This design comes from an exercise in tuning for small area, a short achievable clock period and few clock cycles on the open sky130 flow, not from production work. Only simulation tests tie the RTL to the original design; equivalence was not proved. Power and IR drop assume default switching activity.

File: constraint.sdc
create_clock -name core_clock -period 10.0 [get_ports {clk}]
set_input_delay 2.0000 -clock core_clock [delete_from_list [all_inputs] [get_ports {clk}]]
set_output_delay 2.0000 -clock core_clock [all_outputs]
set_load 0.01 [all_outputs]
File: run.sh
#!/bin/bash
# synth_recipe.tcl (not shown) runs the flow's synth.tcl, then flattens the netlist and writes it again
# the make line also repeats each setting of config.mk as NAME=value (left out here)
make -C /OpenROAD-flow-scripts/flow DESIGN_CONFIG=/design/flow/config.mk WORK_HOME=/design/flow/orfs CLKGATE_MAP_FILE= SYNTH_SCRIPT=/design/flow/synth_recipe.tcl finish
File: config.mk
export PLATFORM = sky130hd
export DESIGN_NAME = bcu
export DESIGN_NICKNAME = bcu
export VERILOG_FILES = /design/flow/design.v
export SDC_FILE = /design/flow/constraint.sdc
export NUM_CORES = 4
export LEC_CHECK = 0
export CAP_MARGIN = 20
export CORE_MARGIN = 2
export CORE_UTILIZATION = 40
export SLEW_MARGIN = 20
File: design.v
module bcu (
    input  wire        clk,
    input  wire        rst,
    input  wire        cmd_valid,
    output wire        cmd_ready,
    input  wire [15:0] cmd_cw,
    input  wire [63:0] cmd_opnd,
    input  wire [7:0]  cmd_paylen,
    input  wire        pay_valid,
    output wire        pay_ready,
    input  wire [7:0]  pay_data,
    output reg         dout_valid,
    output reg  [7:0]  dout_data,
    output reg         rsp_valid,
    output reg  [2:0]  rsp_status,
    output reg  [63:0] rsp_res,
    output reg  [63:0] rsp_need,
    output reg  [63:0] rsp_have
);
    localparam integer BUFCAP = 64;
    localparam [2:0] ST_OK    = 3'd0;
    localparam [2:0] ST_INSUF = 3'd1;
    localparam [2:0] ST_MALF  = 3'd2;
    localparam [2:0] ST_INVAL = 3'd3;
    localparam [2:0] ST_CAP   = 3'd5;
    localparam [3:0] S_IDLE = 4'd0;
    localparam [3:0] S_EXEC = 4'd1;
    localparam [3:0] S_RD   = 4'd2;    
    localparam [3:0] S_WR   = 4'd3;    
    localparam [3:0] S_VRD  = 4'd4;    
    localparam [3:0] S_VWR  = 4'd5;    
    localparam [3:0] S_OUT  = 4'd6;    
    localparam [3:0] S_PAY  = 4'd7;    
    localparam [3:0] S_RDDN = 4'd8;    
    localparam [3:0] S_VRDN = 4'd9;    
    reg [3:0]  state;
    reg [7:0]  mem [0:BUFCAP-1];
    reg [6:0]  len;
    reg [6:0]  off;
    reg [15:0] cw;
    reg [63:0] opnd;
    reg [7:0]  paylen;
    reg [63:0] acc;
    reg [7:0]  cnt;
    reg [6:0]  ptr;
    reg        err;
    assign cmd_ready = (state == S_IDLE);
    assign pay_ready = (state == S_PAY);
    wire [7:0] low  = cw[7:0];
    wire       arg0 = (cw[15:8] == 8'd0);
    wire [3:0] typ  = cw[6:3];
    wire       le   = cw[2];
    wire       sgn  = cw[1];
    reg is_fget, is_fput, is_vget, is_vput;
    always @(*) begin
        is_fget = 1'b0;
        is_fput = 1'b0;
        is_vget = 1'b0;
        is_vput = 1'b0;
        if (arg0) begin
            case (low)
                8'h00, 8'h08,
                8'h10, 8'h12, 8'h14, 8'h16,
                8'h18, 8'h1C,
                8'h20, 8'h22, 8'h24, 8'h26,
                8'h28, 8'h2A, 8'h2C, 8'h2E,
                8'h30, 8'h34,
                8'h38, 8'h3C:                  is_fget = 1'b1;
                8'h80, 8'h88,
                8'h90, 8'h94, 8'h98, 8'h9C,
                8'hA0, 8'hA4, 8'hA8, 8'hAC,
                8'hB0, 8'hB4, 8'hB8, 8'hBC:    is_fput = 1'b1;
                8'h40, 8'h42, 8'h48, 8'h4A:    is_vget = 1'b1;
                8'hC0, 8'hC2, 8'hC8, 8'hCA:    is_vput = 1'b1;
                default: ;
            endcase
        end
    end
    wire is_getraw    = (cw == 16'h0050);
    wire is_putraw    = (cw == 16'h00D0);
    wire is_getrem    = (cw == 16'h0058);
    wire is_construct = (cw == 16'h0078);
    wire is_rewind    = (cw == 16'h0079);
    wire is_setoff    = (cw == 16'h007A);
    wire is_getoff    = (cw == 16'h007B);
    wire is_getbuf    = (cw == 16'h007C);
    wire is_feof      = (cw == 16'h007D);
    reg [3:0] nbytes;
    always @(*) begin
        case (typ)
            4'd0, 4'd1: nbytes = 4'd1;
            4'd2:       nbytes = 4'd2;
            4'd3:       nbytes = 4'd3;
            4'd4, 4'd6: nbytes = 4'd4;
            default:    nbytes = 4'd8;
        endcase
    end
    wire        is_bool = (typ == 4'd1);
    wire        w64     = (typ == 4'd9);       
    wire [6:0]  rem     = len - off;
    wire [63:0] put_val = is_bool ? {63'd0, (opnd != 64'd0)} : opnd;
    wire [63:0] vu32 = sgn ? {32'd0, (opnd[31:0] << 1) ^ {32{opnd[31]}}} : {32'd0, opnd[31:0]};
    wire [63:0] vu64 = sgn ? ((opnd << 1) ^ {64{opnd[63]}}) : opnd;
    wire [63:0] vput = w64 ? vu64 : vu32;
    reg [3:0] vlen;
    integer k;
    always @(*) begin
        vlen = 4'd1;
        for (k = 1; k < 10; k = k + 1)
            if ((vput >> (7 * k)) != 64'd0)
                vlen = k + 1;
    end
    wire [7:0] rbyte = mem[ptr[5:0]];
    reg [63:0] fget_res;
    always @(*) begin
        case (nbytes)
            4'd1: fget_res = is_bool ? {63'd0, (acc[7:0] != 8'd0)} : {56'd0, acc[7:0]};
            4'd2: fget_res = sgn ? {{48{acc[15]}}, acc[15:0]} : {48'd0, acc[15:0]};
            4'd3: fget_res = {40'd0, acc[23:0]};
            4'd4: fget_res = sgn ? {{32{acc[31]}}, acc[31:0]} : {32'd0, acc[31:0]};
            default: fget_res = acc;
        endcase
    end
    wire [31:0] vz32 = (acc[31:0] >> 1) ^ {32{acc[0]}};
    wire [63:0] vz64 = (acc >> 1) ^ {64{acc[0]}};
    wire [63:0] vget_res = w64 ? (sgn ? vz64 : acc)
                               : (sgn ? {{32{vz32[31]}}, vz32} : {32'd0, acc[31:0]});
    task automatic respond(input [2:0] st, input [63:0] res,
                           input [63:0] need, input [63:0] have);
        begin
            rsp_valid  <= 1'b1;
            rsp_status <= st;
            rsp_res    <= res;
            rsp_need   <= need;
            rsp_have   <= have;
            state      <= S_IDLE;
        end
    endtask
    always @(posedge clk) begin
        if (rst) begin
            state      <= S_IDLE;
            len        <= 7'd0;
            off        <= 7'd0;
            rsp_valid  <= 1'b0;
            rsp_status <= ST_OK;
            rsp_res    <= 64'd0;
            rsp_need   <= 64'd0;
            rsp_have   <= 64'd0;
            dout_valid <= 1'b0;
            dout_data  <= 8'd0;
            cw         <= 16'd0;
            opnd       <= 64'd0;
            paylen     <= 8'd0;
            acc        <= 64'd0;
            cnt        <= 8'd0;
            ptr        <= 7'd0;
            err        <= 1'b0;
        end else begin
            rsp_valid  <= 1'b0;
            dout_valid <= 1'b0;
            case (state)
            S_IDLE: begin
                if (cmd_valid) begin
                    cw     <= cmd_cw;
                    opnd   <= cmd_opnd;
                    paylen <= cmd_paylen;
                    state  <= S_EXEC;
                end
            end
            S_EXEC: begin
                acc <= 64'd0;
                cnt <= 8'd0;
                if (is_fget) begin
                    if ({3'd0, rem} < {6'd0, nbytes})
                        respond(ST_INSUF, 64'd0, {60'd0, nbytes}, {57'd0, rem});
                    else begin
                        ptr   <= off;
                        state <= S_RD;
                    end
                end else if (is_fput) begin
                    if ({1'b0, len} + {4'd0, nbytes} > BUFCAP)
                        respond(ST_CAP, 64'd0, 64'd0, 64'd0);
                    else begin
                        acc   <= le ? put_val : (put_val << (64 - 8 * nbytes));
                        state <= S_WR;
                    end
                end else if (is_vget) begin
                    ptr   <= off;
                    state <= S_VRD;
                end else if (is_vput) begin
                    if ({1'b0, len} + {4'd0, vlen} > BUFCAP)
                        respond(ST_CAP, 64'd0, 64'd0, 64'd0);
                    else begin
                        acc   <= vput;
                        state <= S_VWR;
                    end
                end else if (is_getraw) begin
                    if (opnd[63])
                        respond(ST_INVAL, 64'd0, 64'd0, 64'd0);
                    else if (opnd == 64'd0)
                        respond(ST_OK, 64'd0, 64'd0, 64'd0);
                    else if (opnd > {57'd0, rem})
                        respond(ST_INSUF, 64'd0, opnd, {57'd0, rem});
                    else begin
                        ptr   <= off;
                        cnt   <= opnd[7:0];
                        state <= S_OUT;
                    end
                end else if (is_getrem) begin
                    if (rem == 7'd0)
                        respond(ST_INSUF, 64'd0, 64'd1, 64'd0);
                    else begin
                        ptr   <= off;
                        cnt   <= {1'b0, rem};
                        opnd  <= {57'd0, rem};
                        state <= S_OUT;
                    end
                end else if (is_getbuf) begin
                    if (len == 7'd0)
                        respond(ST_OK, 64'd0, 64'd0, 64'd0);
                    else begin
                        ptr   <= 7'd0;
                        cnt   <= {1'b0, len};
                        opnd  <= {57'd0, len};
                        state <= S_OUT;
                    end
                end else if (is_putraw) begin
                    err <= ({2'd0, len} + {1'b0, paylen} > BUFCAP);
                    ptr <= len;
                    if (paylen == 8'd0)
                        respond(ST_OK, 64'd0, 64'd0, 64'd0);
                    else
                        state <= S_PAY;
                end else if (is_construct) begin
                    err <= (opnd > {56'd0, paylen}) || (paylen > BUFCAP);
                    ptr <= 7'd0;
                    if (paylen == 8'd0) begin
                        if (opnd != 64'd0)
                            respond(ST_INVAL, 64'd0, 64'd0, 64'd0);
                        else begin
                            len <= 7'd0;
                            off <= 7'd0;
                            respond(ST_OK, 64'd0, 64'd0, 64'd0);
                        end
                    end else
                        state <= S_PAY;
                end else if (is_rewind) begin
                    off <= 7'd0;
                    respond(ST_OK, 64'd0, 64'd0, 64'd0);
                end else if (is_setoff) begin
                    if (opnd > {57'd0, len})
                        respond(ST_INVAL, 64'd0, 64'd0, 64'd0);
                    else begin
                        off <= opnd[6:0];
                        respond(ST_OK, 64'd0, 64'd0, 64'd0);
                    end
                end else if (is_getoff) begin
                    respond(ST_OK, {57'd0, off}, 64'd0, 64'd0);
                end else if (is_feof) begin
                    respond(ST_OK, {63'd0, (off >= len)}, 64'd0, 64'd0);
                end else begin
                    respond(ST_INVAL, 64'd0, 64'd0, 64'd0);
                end
            end
            S_RD: begin
                if (le)
                    acc <= acc | ({56'd0, rbyte} << (8 * cnt));
                else
                    acc <= {acc[55:0], rbyte};
                ptr <= ptr + 7'd1;
                cnt <= cnt + 8'd1;
                if (cnt == {4'd0, nbytes} - 8'd1)
                    state <= S_RDDN;
            end
            S_RDDN: begin
                off <= ptr;
                respond(ST_OK, fget_res, 64'd0, 64'd0);
            end
            S_WR: begin
                if (le) begin
                    mem[len[5:0]] <= acc[7:0];
                    acc <= acc >> 8;
                end else begin
                    mem[len[5:0]] <= acc[63:56];
                    acc <= acc << 8;
                end
                len <= len + 7'd1;
                cnt <= cnt + 8'd1;
                if (cnt == {4'd0, nbytes} - 8'd1)
                    respond(ST_OK, {60'd0, nbytes}, 64'd0, 64'd0);
            end
            S_VRD: begin
                if (ptr >= len)
                    respond(ST_MALF, 64'd0, 64'd0, 64'd0);
                else begin
                    acc <= acc | ({57'd0, rbyte[6:0]} << (7 * cnt));
                    ptr <= ptr + 7'd1;
                    cnt <= cnt + 8'd1;
                    if (!rbyte[7])
                        state <= S_VRDN;
                    else if (cnt == (w64 ? 8'd9 : 8'd4))
                        respond(ST_MALF, 64'd0, 64'd0, 64'd0);
                end
            end
            S_VRDN: begin
                off <= ptr;
                respond(ST_OK, vget_res, 64'd0, 64'd0);
            end
            S_VWR: begin
                if (acc < 64'd128) begin
                    mem[len[5:0]] <= {1'b0, acc[6:0]};
                    respond(ST_OK, {56'd0, cnt + 8'd1}, 64'd0, 64'd0);
                end else
                    mem[len[5:0]] <= {1'b1, acc[6:0]};
                acc <= acc >> 7;
                len <= len + 7'd1;
                cnt <= cnt + 8'd1;
            end
            S_OUT: begin
                dout_valid <= 1'b1;
                dout_data  <= rbyte;
                ptr        <= ptr + 7'd1;
                cnt        <= cnt - 8'd1;
                if (cnt == 8'd1) begin
                    if (!is_getbuf)
                        off <= ptr + 7'd1;
                    respond(ST_OK, opnd, 64'd0, 64'd0);
                end
            end
            S_PAY: begin
                if (pay_valid) begin
                    if (!err) begin
                        mem[ptr[5:0]] <= pay_data;
                        ptr <= ptr + 7'd1;
                    end
                    cnt <= cnt + 8'd1;
                    if (cnt == paylen - 8'd1) begin
                        if (is_putraw) begin
                            if (err)
                                respond(ST_CAP, 64'd0, 64'd0, 64'd0);
                            else begin
                                len <= ptr + 7'd1;
                                respond(ST_OK, {56'd0, paylen}, 64'd0, 64'd0);
                            end
                        end else begin
                            if (opnd > {56'd0, paylen})
                                respond(ST_INVAL, 64'd0, 64'd0, 64'd0);
                            else if (err)
                                respond(ST_CAP, 64'd0, 64'd0, 64'd0);
                            else begin
                                len <= paylen[6:0];
                                off <= opnd[6:0];
                                respond(ST_OK, 64'd0, 64'd0, 64'd0);
                            end
                        end
                    end
                end
            end
            default: state <= S_IDLE;
            endcase
        end
    end
endmodule
==> reports/results.ini <==
[cts]
root_buffer=clkbuf_16
worst_skew_pair.late_latency_ps=730
cts_tree=built
h-tree-depth=3
cts_post_setup_buffers_inserted=0
cts_buffers=98
cts_sinks=909
cts.path.max_buffers=3
path_clk_slew_ps=60
cts_resized=0
cts_hold_buf=0

[die]
start_util_pct=40.44
die_x_um=352.7
num_rows=127
io_pins=307
fp.coreArea_um2=120300
design.die.area_um2=124400
dieHeight_um=352.7

[critical_path]
worst-setup-path-type=reg -> reg
startpoint_type=flip-flop
cp.required_ps=10600
max_stage_delay_ps=710
worst_ep_arrival_time_ps=8120
crit_family=compound AO/OA/AOI/OAI gates
worst-path-buf-inv=3
crit_fanout=149
crit_path_end_kind=flip-flop
crit_slowest_cell=o31a_2
critical_path.cell_chain=nor4bb_4 -> buf_4 -> mux2i_4 -> buf_4 -> xnor2_1 -> mux2i_1 -> nand3_1 -> o21ai_0 -> a32oi_1 -> ha_1 -> fa_1 -> xor2_1 -> or3_1 -> o41ai_2 -> a32oi_1 -> o221ai_2 -> o31a_2 -> buf_12 -> nand2_1 -> o21ai_0

[power]
ir_worst_vdd_mv=0.1948
p_leak_nw=18.26
p_per_area_nw_per_um2=210.6

[timing]
worst_pin_slew_ps=1165
finalClockSkew_ps=61.75
setup_viol=0
slew_viol_final=0
finalSetupTns_ps=0
clock.fmax_mhz=133.0
final.min_clock_period_ps=7519
layout_setup_ws_ps=2481
rsz0062_at_grt=false
hold_viol=0
relSlewSlack_pct=21.60
post-route-period-util_pct=75.19

[yosys]
yosysTopAreaCellShare_pct=31.61
synthTopCellsByArea=edfxtp_1, dfxtp_1, mux4_2, nand2_1, nor2_1
syn_avg_cell_area_um2=10.05
synth_commonest_cells=edfxtp_1, nand2_1, nor2_1, dfxtp_1, clkbuf_1
yosysUniqueCellTypes=96
syn_inst=4839
ys_warn_count=1
ys.flop_type=edfxtp_1
synth_top_cell_by_area=edfxtp_1
async_flop_share_pct=0
synth_edf_count=512
ys_ff_latch=909
yosysSeqAreaShare_pct=47.94
synth_area_um2=48640
synth_most_common_cell=edfxtp_1
syn_nets=5011

[final_layout]
area_growth_pct=15.55
layout.area.seq_um2=23340
nets=5088
fillers=11220
multiInputGateArea_um2=23130
fin_util_pct=46.73
drive_above_1_share_pct=10.69

[grt]
grt_start_max_net_pins=150
grt_usage_pct=31.96
grt_pass1_vias=39760
antenna_found_initial=7
grt_pass1_wl_um=293700
grt_overflow=0

[detailed_routing]
drc_errors=0
routed_wl_um=206400
drt_iter0_drc=6785
postRouteAntennaNets=0
wl_per_cell_um=31.22
first_pass_iters=10
drt-vias-per-instance=6.492
dr_total_vias=42910

[status]
outcome=complete, no violations

[placed_design]
port_buffers=306
place_ws_ps=2785
gp_congestion=1.051
dp_hpwl_um=140400

[job]
drv_cap=0

[min_path]
hp-class=reg -> reg

==> power breakdown <==
group	internal (W)	switching, W	leakage, nW
registers	0.00423	0.000513	7.94
logic	0.00107	0.00237	8.77
clock network	0.00203	0.00162	1.56
==> logic make-up after synthesis <==
kind of cell | share of synthesized area (%)
compound gates | 18.90
mux | 8.779
xor+xnor | 2.863
flops | 47.94
buf+inv | 4.967
fa+ha+maj | 1.934
simple gates | 14.62
==> sequential cells by signal, summed over array words and instances (netlist names), named ones only <==
signal	flops
rsp_status	3
rsp_need	64
err	1
dout_valid	1
cnt	8
len	7
ptr	7
acc	64
rsp_have	64
off	7
mem	512
state	4
paylen	8
cw	16
rsp_valid	1
rsp_res	64
dout_data	8
opnd	64
==> worst paths after layout <==
check                   start           to  slack, ps  cells past startpoint
setup / recovery        cw[6]  rsp_res[25]       2480                     20
hold / removal    rsp_need[1]  rsp_need[1]        440                      2
setup reg to reg        cw[6]  rsp_res[25]       2480                     20
hold reg to reg   rsp_need[1]  rsp_need[1]        440                      2
==> worst min-delay path: stages, from the launching register on <==
cell and delay [ps]:
dfxtp_1 310, nand2_1 50, nand2_1 40
==> stage by stage <==
step / cell area (um^2) / hold slack, ps / instances / power [W]
after floorplan: 48640 / 458.7 / 4839 / 0.006674
after global placement: 52980 / 432.8 / 6428 / 0.008046
after detailed placement: 52990 / 432.4 / 6428 / 0.008056
after CTS: 56200 / 440.4 / 6608 / 0.01169
after global routing: 56200 / 467.4 / 6608 / 0.01216
final: 56210 / 437.4 / 6610 / 0.01184
==> per-layer routing <==
metal	vias to the layer above	GRT usage, %	share of wire, %
li1	18330	-	-
met1	21090	43.47	40
met2	2855	46.58	42
met3	630	10.20	13
met4	14	13.85	4.8
met5	-	0	0.049
==> layout make-up <==
type / count / share of cell area, %
Sequential cell: 909 / 41.52
Multi-Input combinational cell: 3377 / 41.15
Clock inverter: 54 / 1.048
Inverter: 72 / 0.4808
Antenna cell: 2 / 0.008904
Timing Repair Buffer: 458 / 7.526
Tap cell: 1612 / 3.588
Clock buffer: 126 / 4.675
==> cells in the final DEF (no fill, tap or decap), types with 14 or more instances in the layout <==
master and count:
edfxtp_1 512, nand2_1 491, nor2_1 436, dfxtp_1 391
clkdlybuf4s50_1 305, a21oi_1 299, o21ai_0 271, buf_4 150
mux2i_1 135, xnor2_1 133, a22oi_1 125, nand3_1 120
mux4_2 110, clkbuf_16 98, nor3_1 86, a22o_1 85
and2_1 74, ha_1 68, inv_1 67, a221oi_1 66
a222oi_1 63, o211ai_1 61, a211oi_1 61, nor4_1 42
nand4_1 39, a31oi_1 34, and3_1 33, or2_2 32
o21a_1 32, nand2b_1 30, nor2b_1 27, xor2_1 26
o22ai_1 25, mux2_2 22, clkbuf_1 21, a21o_1 20
or3_1 20, clkinv_2 18, a211o_1 16, o21ai_1 14
Testbench counts, summed over its fixed seeds: cycles 111,686.

[separate check: timing with driven ports]
The flow's constraints put no driver on any port. The routed layout listed below was extracted and timed again, unchanged, in two steps.
Step 1, drivers: a clkbuf_16 drives clk and a buf_2 each remaining input, both assumed.
Step 2, shift: input delay + t, output delay - t, t = (earliest + latest rising clock arrival at the registers) / 2. This alone moves slack from input paths to output paths.
Slacks: ideal / step 1 / step 2; pairs: ideal / step 1.
t, ns: 0.768
setup WS [ns]: 2.481 / 2.481 / 2.481
clock arrival spread, ns: 0.061 / 0.062
cell pins on the clock port's net: 1
After both steps setup and hold are still met in this run. For this run, drivers alone change the setup slack by 0.000 ns; drivers and shift together by 0.000 ns.
